This design comes from an exercise in tuning for a short achievable clock period and few clock cycles on the open sky130 flow, not from production work. RTL that was checked went through simulation tests only; none was proved equivalent to the original. Power is estimated from default activity; no workload was simulated.

Setup of job 7165:
## snappy_dec
module snappy_dec (
    input  wire        clk,
    input  wire        rst,
    input  wire        start,
    input  wire [15:0] src_len,
    input  wire [15:0] dst_cap,
    output wire        busy,
    output reg         done,
    output reg  [7:0]  fault,
    output reg  [31:0] result,
    output reg  [31:0] info0,
    output reg  [31:0] info1,
    output reg         in_re,
    output reg  [15:0] in_addr,
    input  wire [7:0]  in_rdata,
    output reg         out_re,
    output reg  [15:0] out_raddr,
    input  wire [7:0]  out_rdata,
    output reg         out_we,
    output reg  [15:0] out_waddr,
    output reg  [7:0]  out_wdata
);
clock: 10.0 ns
lec_check: 0
abc_clock_period_in_ps: 3000
cap_margin: 20
core_margin: 2
core_utilization: 60
cts_cluster_diameter: 80
cts_cluster_size: 20
slew_margin: 20
standard.sh (not shown) runs the stock make flow with config.mk's settings and CLKGATE_MAP_FILE= SYNTH_SCRIPT=/design/flow/synth_recipe.tcl, a recipe that flattens the netlist after the stock synthesis.
==> flow/flow/run.sh <==
#!/bin/bash
set -euo pipefail
bash standard.sh SETUP_SLACK_MARGIN=7.2 finish > flow_make.log 2>&1
Here is what was changed in the inputs of job 4523 compared with job 7165.
--- a/flow/design.v
+++ b/flow/design.v
@@ -101,22 +101,23 @@
         end
     end
     always @(posedge clk) begin
         if (iq_push) iq[iq_wp] <= in_rdata;
         if (h_take) hb <= iq_v ? iq[iq_rp] : in_rdata;
     end
     reg         cq_lit  [0:3];
     reg  [1:0]  cq_mode [0:3];
     reg  [15:0] cq_len  [0:3];
     reg  [15:0] cq_src  [0:3];
     reg         cq_one  [0:3];
+    reg         cq_two  [0:3];
     reg  [2:0]  cq_wp, cq_rp;     
     wire [2:0]  cq_used  = cq_wp - cq_rp;
     wire        cq_v     = (cq_wp != cq_rp);
     wire        cq_stall = cq_used[2] || (cq_used[1:0] == 2'd3);
     reg         cq_push;
     reg         cq_pop;
     reg  [7:0]  lq [0:15];
     reg  [4:0]  lq_wp, lq_rp;     
     wire        lq_full = (lq_wp[3:0] == lq_rp[3:0]) && (lq_wp[4] != lq_rp[4]);
     wire        lq_v    = (lq_wp != lq_rp);
     reg         lq_push;
@@ -210,22 +211,23 @@
         fin     = (st_end && exec_idle) || (st_flt && !in_re && !rd_pend);
         fin_ok  = st_end;
     end
     wire [1:0]  cq_wa = cq_wp[1:0] + {1'b0, cq_push};
     always @(posedge clk) begin
         if (ce) begin
             cq_lit[cq_wa]  <= !ce_cp;
             cq_mode[cq_wa] <= (off_n[15:0] == 16'd1) ? M_H1 : (off_n[15:0] == 16'd2) ? M_H2 : M_MEM;
             cq_len[cq_wa]  <= len_ce[15:0];
             cq_src[cq_wa]  <= P[15:0] - off_n[15:0];
             cq_one[cq_wa]  <= ce_sl ? (h_len == 7'd1) : alen1;
+            cq_two[cq_wa]  <= ce_sl ? (h_len == 7'd2) : (alen == 17'd2);
         end
         if (!lq_full)
             lq[lq_wp[3:0]]      <= hb;
     end
     always @(posedge clk) begin
         if (rst) begin
             st_hdr <= 1'b0; st_decl <= 1'b0; st_tag <= 1'b0; st_trl <= 1'b0;
             st_lchk <= 1'b0; st_pay <= 1'b0; st_end <= 1'b0; st_flt <= 1'b0;
             upd_l <= 1'b0;
             chk <= 1'b0; chk_bad <= 1'b0;
             fetch_en <= 1'b0;
@@ -422,28 +424,38 @@
                     2'd2:    info1 <= {15'd0, Pold};
                     default: info1 <= {15'd0, P};
                 endcase
             end
         end
     end
     reg         cur_lit;
     reg  [1:0]  cur_mode;
     reg  [15:0] cur_cnt;
     reg         cur_last;
     reg  [15:0] cur_src;
-    wire        x_iss  = cur_v && (!cur_lit || lq_v);
-    wire        x_free = !cur_v || (x_iss && cur_last);
-    wire        x_ld   = x_free && (cq_v || cq_push);    
+    wire        h_av   = cq_v || cq_push;
+    wire        h_lit  = cq_lit[cq_rp[1:0]];
+    wire [1:0]  h_mode = cq_mode[cq_rp[1:0]];
+    wire [15:0] h_cnt  = cq_len[cq_rp[1:0]];
+    wire        h_one  = cq_one[cq_rp[1:0]];
+    wire        h_two  = cq_two[cq_rp[1:0]];
+    wire [15:0] h_src  = cq_src[cq_rp[1:0]];
+    wire        i_lit  = cur_v ? cur_lit  : h_lit;
+    wire [1:0]  i_mode = cur_v ? cur_mode : h_mode;
+    wire [15:0] i_src  = cur_v ? cur_src  : h_src;
+    wire        x_iss  = (cur_v || h_av) && (!i_lit || lq_v);
+    wire        x_ld   = cur_v && x_iss && cur_last && h_av;    
+    wire        x_dir  = !cur_v && x_iss;                       
     always @(*) begin
-        cq_pop = x_ld;
-        lq_pop = x_iss && cur_lit;
+        cq_pop = x_ld || x_dir;
+        lq_pop = x_iss && i_lit;
     end
     reg  [1:0]  s1_sel;       
     reg  [7:0]  s1_b;
     reg  [1:0]  s2_sel;
     reg  [7:0]  s2_b;
     reg  [7:0]  hist1;        
     reg  [7:0]  hist2;        
     reg  [7:0]  nbyte;
     reg  [15:0] wa;           
     always @(*) begin
         case (s2_sel)
@@ -455,48 +467,56 @@
     end
     always @(posedge clk) begin
         if (rst || fin) begin
             cur_v    <= 1'b0;
             s1_v     <= 1'b0;
             s2_v     <= 1'b0;
             out_re   <= 1'b0;
             out_we   <= 1'b0;
         end else begin
             if (x_ld)
                 cur_v <= 1'b1;
+            else if (x_dir)
+                cur_v <= !h_one;
             else if (x_iss && cur_last)
                 cur_v <= 1'b0;
             s1_v   <= x_iss;
-            out_re <= x_iss && !cur_lit && (cur_mode == M_MEM);
+            out_re <= x_iss && !i_lit && (i_mode == M_MEM);
             s2_v   <= s1_v;
             out_we <= s2_v;
         end
     end
     always @(posedge clk) begin
         if (x_ld) begin
-            cur_lit  <= cq_lit[cq_rp[1:0]];
-            cur_mode <= cq_mode[cq_rp[1:0]];
-            cur_cnt  <= cq_len[cq_rp[1:0]];
-            cur_last <= cq_one[cq_rp[1:0]];
-            cur_src  <= cq_src[cq_rp[1:0]];
+            cur_lit  <= h_lit;
+            cur_mode <= h_mode;
+            cur_cnt  <= h_cnt;
+            cur_last <= h_one;
+            cur_src  <= h_src;
+        end else if (x_dir) begin
+            cur_lit  <= h_lit;
+            cur_mode <= h_mode;
+            cur_cnt  <= h_cnt - 16'd1;
+            cur_last <= h_two;
+            cur_src  <= h_src + 16'd1;
         end else if (x_iss) begin
             cur_cnt  <= cur_cnt - 16'd1;
             cur_last <= (cur_cnt == 16'd2);
             cur_src  <= cur_src + 16'd1;
         end
         if (idle)
             wa <= 16'd0;
         else if (s2_v)
             wa <= wa + 16'd1;
-        out_raddr <= cur_src;
-        s1_sel    <= cur_lit ? 2'd3 : cur_mode;
+        out_raddr <= i_src;
+        s1_sel    <= i_lit ? 2'd3 : i_mode;
         s1_b      <= lq[lq_rp[3:0]];
         s2_sel    <= s1_sel;
         s2_b      <= s1_b;
         out_waddr <= wa;
         out_wdata <= nbyte;
         if (s2_v) begin
             hist1 <= nbyte;
             hist2 <= hist1;
         end
     end
 endmodule
Findings:
Of job 4523 and job 7165, the lower vertical extent of the die belongs to job 7165.
In the reports for job 4523 and job 7165, the smaller clock latency on the worst-skew pair belongs to job 7165.
In terms of part of the power in the clock network, job 4523 and job 7165 differ only marginally.
Comparing job 4523 and job 7165, instance count on the critical path is higher on job 4523.
Maximum resistive drop on vdd on job 4523 is down relative to job 7165.
Between job 7165 and job 4523, the total power figures differ only marginally.
| hold slack | job 4523 vs job 7165 | ≈ equal |
Job 7165 -> job 4523: total power divided by cell area decreased by a few percent
The standard cells in job 4523 occupy more silicon area than those in job 7165 do.
Going from job 7165 to job 4523, time the final worst path needs with I/O delays and setup shows a reduction of 140 ps; global-route usage now larger; final worst slack shows an increase of 140 ps.
For the synthesized-area fraction occupied by and/or/nand/nor cells, job 4523 came in 0.59 points higher than job 7165 did.
No functional check of the RTL was part of any run of this note.

========
Another version of the RTL of snappy_dec (not shown whole).
Size: roughly 2,900 cells after synthesis, roughly 840 flip-flops, roughly 220 I/O pins.
==> flow/config.mk <==
export PLATFORM = sky130hd
export DESIGN_NAME = snappy_dec
export DESIGN_NICKNAME = snappy_dec
export VERILOG_FILES = /design/flow/design.v
export SDC_FILE = /design/flow/constraint.sdc
export NUM_CORES = 4
export LEC_CHECK = 0
export ABC_CLOCK_PERIOD_IN_PS = 3000
export CAP_MARGIN = 20
export CORE_MARGIN = 2
export CORE_UTILIZATION = 60
export CTS_CLUSTER_DIAMETER = 80
export CTS_CLUSTER_SIZE = 20
export SLEW_MARGIN = 20
==> flow/constraint.sdc <==
create_clock -name core_clock -period 10.0 [get_ports {clk}]
set_input_delay 2.0000 -clock core_clock [delete_from_list [all_inputs] [get_ports {clk}]]
set_output_delay 2.0000 -clock core_clock [all_outputs]
set_load 0.01 [all_outputs]
Scripts as last shown in full above: flow/flow/run.sh
Next try:
--- a/flow/design.v
+++ b/flow/design.v
@@ -170,18 +170,19 @@
     wire [6:0]  h_len   = (hk == 2'b01) ? {4'd0, hu[2:0]} + 7'd4 : {1'b0, hu} + 7'd1;
     wire        h_f04t = (rem[16:3] == 14'd0) && (h_tcnt >= rem[2:0]);
     wire        t_f04 = (alen > rem);
     wire        t_f05 = (alen > room);
     wire [31:0] c_off = trl;
     wire        c_f02 = (c_off == 32'd0) || (c_off > {15'd0, P});
     wire        t_f04l = (upd_sl || upd_l) && (t_f04 || big);
     wire        t_f02c = upd_c && c_f02;
     wire        t_bad  = t_f04l || t_f02c || t_f05;
+    wire        decl_big = (decl > {16'd0, dst_cap_q});
     reg  [31:0] vbits;
     always @(*) begin
         case (vn)
             3'd0:    vbits = {25'd0, hb[6:0]};
             3'd1:    vbits = {18'd0, hb[6:0], 7'd0};
             3'd2:    vbits = {11'd0, hb[6:0], 14'd0};
             3'd3:    vbits = {4'd0, hb[6:0], 21'd0};
             default: vbits = {hb[3:0], 28'd0};
         endcase
@@ -227,38 +228,32 @@
                     st_hdr   <= 1'b1;
                     fetch_en <= 1'b1;
                 end
             end else if (fin) begin
                 busy_q   <= 1'b0;
                 st_end   <= 1'b0;
                 st_flt   <= 1'b0;
                 fetch_en <= 1'b0;
             end else begin
+                st_decl <= 1'b0;
                 if (upd_c) st_tag <= 1'b1;
                 if (upd_l) st_pay <= 1'b1;
                 if (st_hdr) begin
                     if (rem_z) begin
                         st_hdr <= 1'b0; st_flt <= 1'b1; fetch_en <= 1'b0;
                     end else if (hv) begin
                         if (!hb[7]) begin
-                            st_hdr <= 1'b0; st_decl <= 1'b1;
+                            st_hdr <= 1'b0; st_decl <= 1'b1; st_tag <= 1'b1;
                         end else if (vn == 3'd4) begin
                             st_hdr <= 1'b0; st_flt <= 1'b1; fetch_en <= 1'b0;
                         end
                     end
                 end
-                if (st_decl) begin
-                    st_decl <= 1'b0;
-                    if (decl > {16'd0, dst_cap_q}) begin
-                        st_flt <= 1'b1; fetch_en <= 1'b0;
-                    end else
-                        st_tag <= 1'b1;
-                end
                 if (st_tag) begin
                     if (rem_z) begin
                         st_tag <= 1'b0; fetch_en <= 1'b0;
                         if (room == 17'd0)
                             st_end <= 1'b1;
                         else
                             st_flt <= 1'b1;
                     end else if (pop) begin
                         st_tag <= 1'b0;
@@ -292,18 +287,23 @@
                     st_pay <= 1'b0;
                     st_tag <= 1'b1;
                 end
                 if (chk && chk_bad) begin
                     st_hdr <= 1'b0; st_decl <= 1'b0; st_tag <= 1'b0; st_trl <= 1'b0;
                     st_lchk <= 1'b0; st_pay <= 1'b0; st_end <= 1'b0;
                     upd <= 1'b0; upd_sl <= 1'b0; upd_c <= 1'b0; upd_l <= 1'b0;
                     st_flt <= 1'b1; fetch_en <= 1'b0;
                 end
+                if (st_decl && decl_big) begin
+                    st_tag <= 1'b0; st_trl <= 1'b0; st_pay <= 1'b0; st_end <= 1'b0;
+                    upd <= 1'b0; upd_sl <= 1'b0; upd_c <= 1'b0; upd_l <= 1'b0;
+                    st_flt <= 1'b1; fetch_en <= 1'b0;
+                end
             end
         end
     end
     always @(posedge clk) begin
         if (!busy_q) begin
             src_len_q <= src_len;
             dst_cap_q <= dst_cap;
             rem       <= {1'b0, src_len};
             rem_z     <= (src_len == 16'd0);
@@ -317,23 +317,22 @@
                 rem_z <= (rem == 17'd1);
             end
             if (upd) begin
                 Pold <= P;
                 P    <= P + alen;
                 room <= room - alen;
             end
             if (st_hdr && hv) begin
                 decl  <= decl | vbits;
+                room  <= decl[16:0] | vbits[16:0];
                 vn    <= vn + 3'd1;
                 hbyte <= hb;
             end
-            if (st_decl)
-                room <= decl[16:0];
             if (st_tag) begin
                 tag    <= hb;
                 tcnt   <= h_tcnt;
                 tidx   <= 3'd0;
                 pay    <= {11'd0, hu};
                 alen   <= {10'd0, h_len};
                 alen1  <= (h_len == 7'd1);
                 big    <= 1'b0;
             end
@@ -357,27 +356,27 @@
         end
     end
     always @(posedge clk) begin
         if (st_hdr && rem_z) begin
             f_code <= F_TRUNC; f_i0 <= 2'd0; f_i1 <= 2'd0;
         end
         if (st_hdr && !rem_z && hv) begin
             f_code <= F_VARINT; f_i0 <= 2'd1; f_i1 <= 2'd0;
         end
-        if (st_decl) begin
-            f_code <= F_DST_SMALL; f_i0 <= 2'd2; f_i1 <= 2'd1;
-        end
         if (st_tag && rem_z) begin
             f_code <= F_LEN_MISM; f_i0 <= 2'd2; f_i1 <= 2'd3;
         end
         if (st_tag && !rem_z) begin
             f_code <= F_TRUNC; f_i0 <= 2'd2; f_i1 <= 2'd3;
         end
+        if (st_decl && decl_big) begin
+            f_code <= F_DST_SMALL; f_i0 <= 2'd2; f_i1 <= 2'd1;
+        end
         if (upd) begin
             t_i0 <= t_f02c ? 2'd3 : 2'd2;
             if (t_f04l) begin
                 t_code <= F_TRUNC;    t_i1 <= 2'd2;
             end else if (t_f02c) begin
                 t_code <= F_COPY_OFF; t_i1 <= 2'd2;
             end else begin
                 t_code <= F_OVERRUN;  t_i1 <= 2'd3;
             end
@@ -418,19 +417,19 @@
         end
     end
     reg         cur_lit;
     reg  [1:0]  cur_mode;
     reg  [15:0] cur_cnt;
     reg         cur_last;
     reg  [15:0] cur_src;
     wire        x_iss  = cur_v && (!cur_lit || lq_v);
     wire        x_free = !cur_v || (x_iss && cur_last);
-    wire        x_ld   = x_free && cq_v;
+    wire        x_ld   = x_free && (cq_v || cq_push);    
     always @(*) begin
         cq_pop = x_ld;
         lq_pop = x_iss && cur_lit;
     end
     reg  [1:0]  s1_sel;       
     reg  [7:0]  s1_b;
     reg  [1:0]  s2_sel;
     reg  [7:0]  s2_b;
     reg  [7:0]  hist1;        
Effect: Non-clock buffer count decreases by 10. Via count stays flat. Final area is about the same. Worst hold slack barely changes. First-iteration DRC count decreases by 5.5%. Clock power increases by about 3%. Wire length increases by 1.3%. Area after synthesis hardly moves. Total power increases by 0.89%.
Testbench counts after the change, summed over its fixed seeds: cycles 151,834.
The RTL of the first run of this note was laid out without a check of its function.

========
snappy_dec, a different RTL version from the one above (not shown whole).
Size in the first run: ~220 I/O pins, about 37000 µm² of cells after synthesis.
export LEC_CHECK = 0
export ABC_CLOCK_PERIOD_IN_PS = 3000
export CAP_MARGIN = 20
export CORE_MARGIN = 2
export CORE_UTILIZATION = 60
export CTS_CLUSTER_DIAMETER = 80
export CTS_CLUSTER_SIZE = 20
export SLEW_MARGIN = 20
create_clock -name core_clock -period 10.0 [get_ports {clk}]
Scripts as last shown in full above: flow/flow/run.sh
The baseline completed without violations.
Testbench counts at the start, summed over its fixed seeds: cycles 151,834.
Edit:
--- a/flow/design.v
+++ b/flow/design.v
@@ -107,16 +107,17 @@
         if (iq_push) iq[iq_wp] <= in_rdata;
         if (h_take) hb <= iq_v ? iq[iq_rp] : in_rdata;
     end
     reg         cq_lit  [0:3];
     reg  [1:0]  cq_mode [0:3];
     reg  [15:0] cq_len  [0:3];
     reg  [15:0] cq_src  [0:3];
     reg         cq_one  [0:3];
+    reg         cq_two  [0:3];
     reg  [2:0]  cq_wp, cq_rp;     
     wire [2:0]  cq_used  = cq_wp - cq_rp;
     wire        cq_v     = (cq_wp != cq_rp);
     wire        cq_stall = cq_used[2] || (cq_used[1:0] == 2'd3);
     reg         cq_push;
     reg         cq_pop;
     reg  [7:0]  lq [0:15];
     reg  [4:0]  lq_wp, lq_rp;     
@@ -202,16 +203,17 @@
     end
     always @(posedge clk) begin
         if (upd) begin
             cq_lit[cq_wp[1:0]]  <= !upd_c;
             cq_mode[cq_wp[1:0]] <= (c_off[15:0] == 16'd1) ? M_H1 : (c_off[15:0] == 16'd2) ? M_H2 : M_MEM;
             cq_len[cq_wp[1:0]]  <= alen[15:0];
             cq_src[cq_wp[1:0]]  <= P[15:0] - c_off[15:0];
             cq_one[cq_wp[1:0]]  <= alen1;
+            cq_two[cq_wp[1:0]]  <= (alen == 17'd2);
         end
         if (!lq_full)
             lq[lq_wp[3:0]]      <= hb;
     end
     always @(posedge clk) begin
         if (rst) begin
             st_hdr <= 1'b0; st_decl <= 1'b0; st_tag <= 1'b0; st_trl <= 1'b0;
             st_lchk <= 1'b0; st_pay <= 1'b0; st_end <= 1'b0; st_flt <= 1'b0;
@@ -420,22 +422,32 @@
             end
         end
     end
     reg         cur_lit;
     reg  [1:0]  cur_mode;
     reg  [15:0] cur_cnt;
     reg         cur_last;
     reg  [15:0] cur_src;
-    wire        x_iss  = cur_v && (!cur_lit || lq_v);
-    wire        x_free = !cur_v || (x_iss && cur_last);
-    wire        x_ld   = x_free && (cq_v || cq_push);    
+    wire        h_av   = cq_v || cq_push;
+    wire        h_lit  = cq_lit[cq_rp[1:0]];
+    wire [1:0]  h_mode = cq_mode[cq_rp[1:0]];
+    wire [15:0] h_cnt  = cq_len[cq_rp[1:0]];
+    wire        h_one  = cq_one[cq_rp[1:0]];
+    wire        h_two  = cq_two[cq_rp[1:0]];
+    wire [15:0] h_src  = cq_src[cq_rp[1:0]];
+    wire        i_lit  = cur_v ? cur_lit  : h_lit;
+    wire [1:0]  i_mode = cur_v ? cur_mode : h_mode;
+    wire [15:0] i_src  = cur_v ? cur_src  : h_src;
+    wire        x_iss  = (cur_v || h_av) && (!i_lit || lq_v);
+    wire        x_ld   = cur_v && x_iss && cur_last && h_av;    
+    wire        x_dir  = !cur_v && x_iss;                       
     always @(*) begin
-        cq_pop = x_ld;
-        lq_pop = x_iss && cur_lit;
+        cq_pop = x_ld || x_dir;
+        lq_pop = x_iss && i_lit;
     end
     reg  [1:0]  s1_sel;       
     reg  [7:0]  s1_b;
     reg  [1:0]  s2_sel;
     reg  [7:0]  s2_b;
     reg  [7:0]  hist1;        
     reg  [7:0]  hist2;        
     reg  [7:0]  nbyte;
@@ -453,42 +465,50 @@
             cur_v    <= 1'b0;
             s1_v     <= 1'b0;
             s2_v     <= 1'b0;
             out_re   <= 1'b0;
             out_we   <= 1'b0;
         end else begin
             if (x_ld)
                 cur_v <= 1'b1;
+            else if (x_dir)
+                cur_v <= !h_one;
             else if (x_iss && cur_last)
                 cur_v <= 1'b0;
             s1_v   <= x_iss;
-            out_re <= x_iss && !cur_lit && (cur_mode == M_MEM);
+            out_re <= x_iss && !i_lit && (i_mode == M_MEM);
             s2_v   <= s1_v;
             out_we <= s2_v;
         end
     end
     always @(posedge clk) begin
         if (x_ld) begin
-            cur_lit  <= cq_lit[cq_rp[1:0]];
-            cur_mode <= cq_mode[cq_rp[1:0]];
-            cur_cnt  <= cq_len[cq_rp[1:0]];
-            cur_last <= cq_one[cq_rp[1:0]];
-            cur_src  <= cq_src[cq_rp[1:0]];
+            cur_lit  <= h_lit;
+            cur_mode <= h_mode;
+            cur_cnt  <= h_cnt;
+            cur_last <= h_one;
+            cur_src  <= h_src;
+        end else if (x_dir) begin
+            cur_lit  <= h_lit;
+            cur_mode <= h_mode;
+            cur_cnt  <= h_cnt - 16'd1;
+            cur_last <= h_two;
+            cur_src  <= h_src + 16'd1;
         end else if (x_iss) begin
             cur_cnt  <= cur_cnt - 16'd1;
             cur_last <= (cur_cnt == 16'd2);
             cur_src  <= cur_src + 16'd1;
         end
         if (idle)
             wa <= 16'd0;
         else if (s2_v)
             wa <= wa + 16'd1;
-        out_raddr <= cur_src;
-        s1_sel    <= cur_lit ? 2'd3 : cur_mode;
+        out_raddr <= i_src;
+        s1_sel    <= i_lit ? 2'd3 : i_mode;
         s1_b      <= lq[lq_rp[3:0]];
         s2_sel    <= s1_sel;
         s2_b      <= s1_b;
         out_waddr <= wa;
         out_wdata <= nbyte;
         if (s2_v) begin
             hist1 <= nbyte;
             hist2 <= hist1;
Result: First-iteration DRC count rose by 28%; combinational power fell by about 7%; clock skew fell by 0.013 ns; cell area rose by 7.6%; non-clock buffer count rose by 89; wire length rose by 11%; sequential power hardly moves; die area rose by 4.0%; setup slack improved by 0.020 ns; utilization rose by 2.2 points; clock-buffer cell count rose by 3; sequential share of layout area fell by 3.4 points.
Only the layout flow was run in the second run of this note; the RTL was not checked for function there.

## separate check: timing with driven ports
No port has a modelled driver above. Below, the same layouts with a new extraction and two added sets of constraints.
Step 1 (the two cells are an assumption about what drives the block):
set clk [get_ports {clk}]
set_driving_cell -lib_cell sky130_fd_sc_hd__clkbuf_16 $clk
set_driving_cell -lib_cell sky130_fd_sc_hd__buf_2 [delete_from_list [all_inputs] $clk]
Step 2 moves the port delays by t, midway between the first and last clock arrival at a register: inputs arrive t later, outputs are due t later. That takes back most of the time a late clock gives input paths.
Three values: no drivers, after step 1, after step 2; two values: the first two.
| run | shift t [ns] | slack for setup (ns) | pins driven straight from the clock port |
|---|---|---|---|
| job 7165 | 0.678 | 5.355 / 5.355 / 5.355 | 1 |
| job 4523 | 0.703 | 5.491 / 5.491 / 5.491 | 1 |
| the first run of note 2 | 0.675 | 6.892 / 6.828 / 6.621 | 1 |
| the second run of note 2 | 0.675 | 6.785 / 6.724 / 6.569 | 1 |
| the first run of note 3 | 0.682 | 6.859 / 6.795 / 6.615 | 1 |
| the second run of note 3 | 0.691 | 6.879 / 6.814 / 6.606 | 1 |
After both steps setup and hold are still met in every run listed. For the second run of note 3, which loses most, drivers alone change the setup slack by -0.065 ns; drivers and shift together by -0.273 ns.
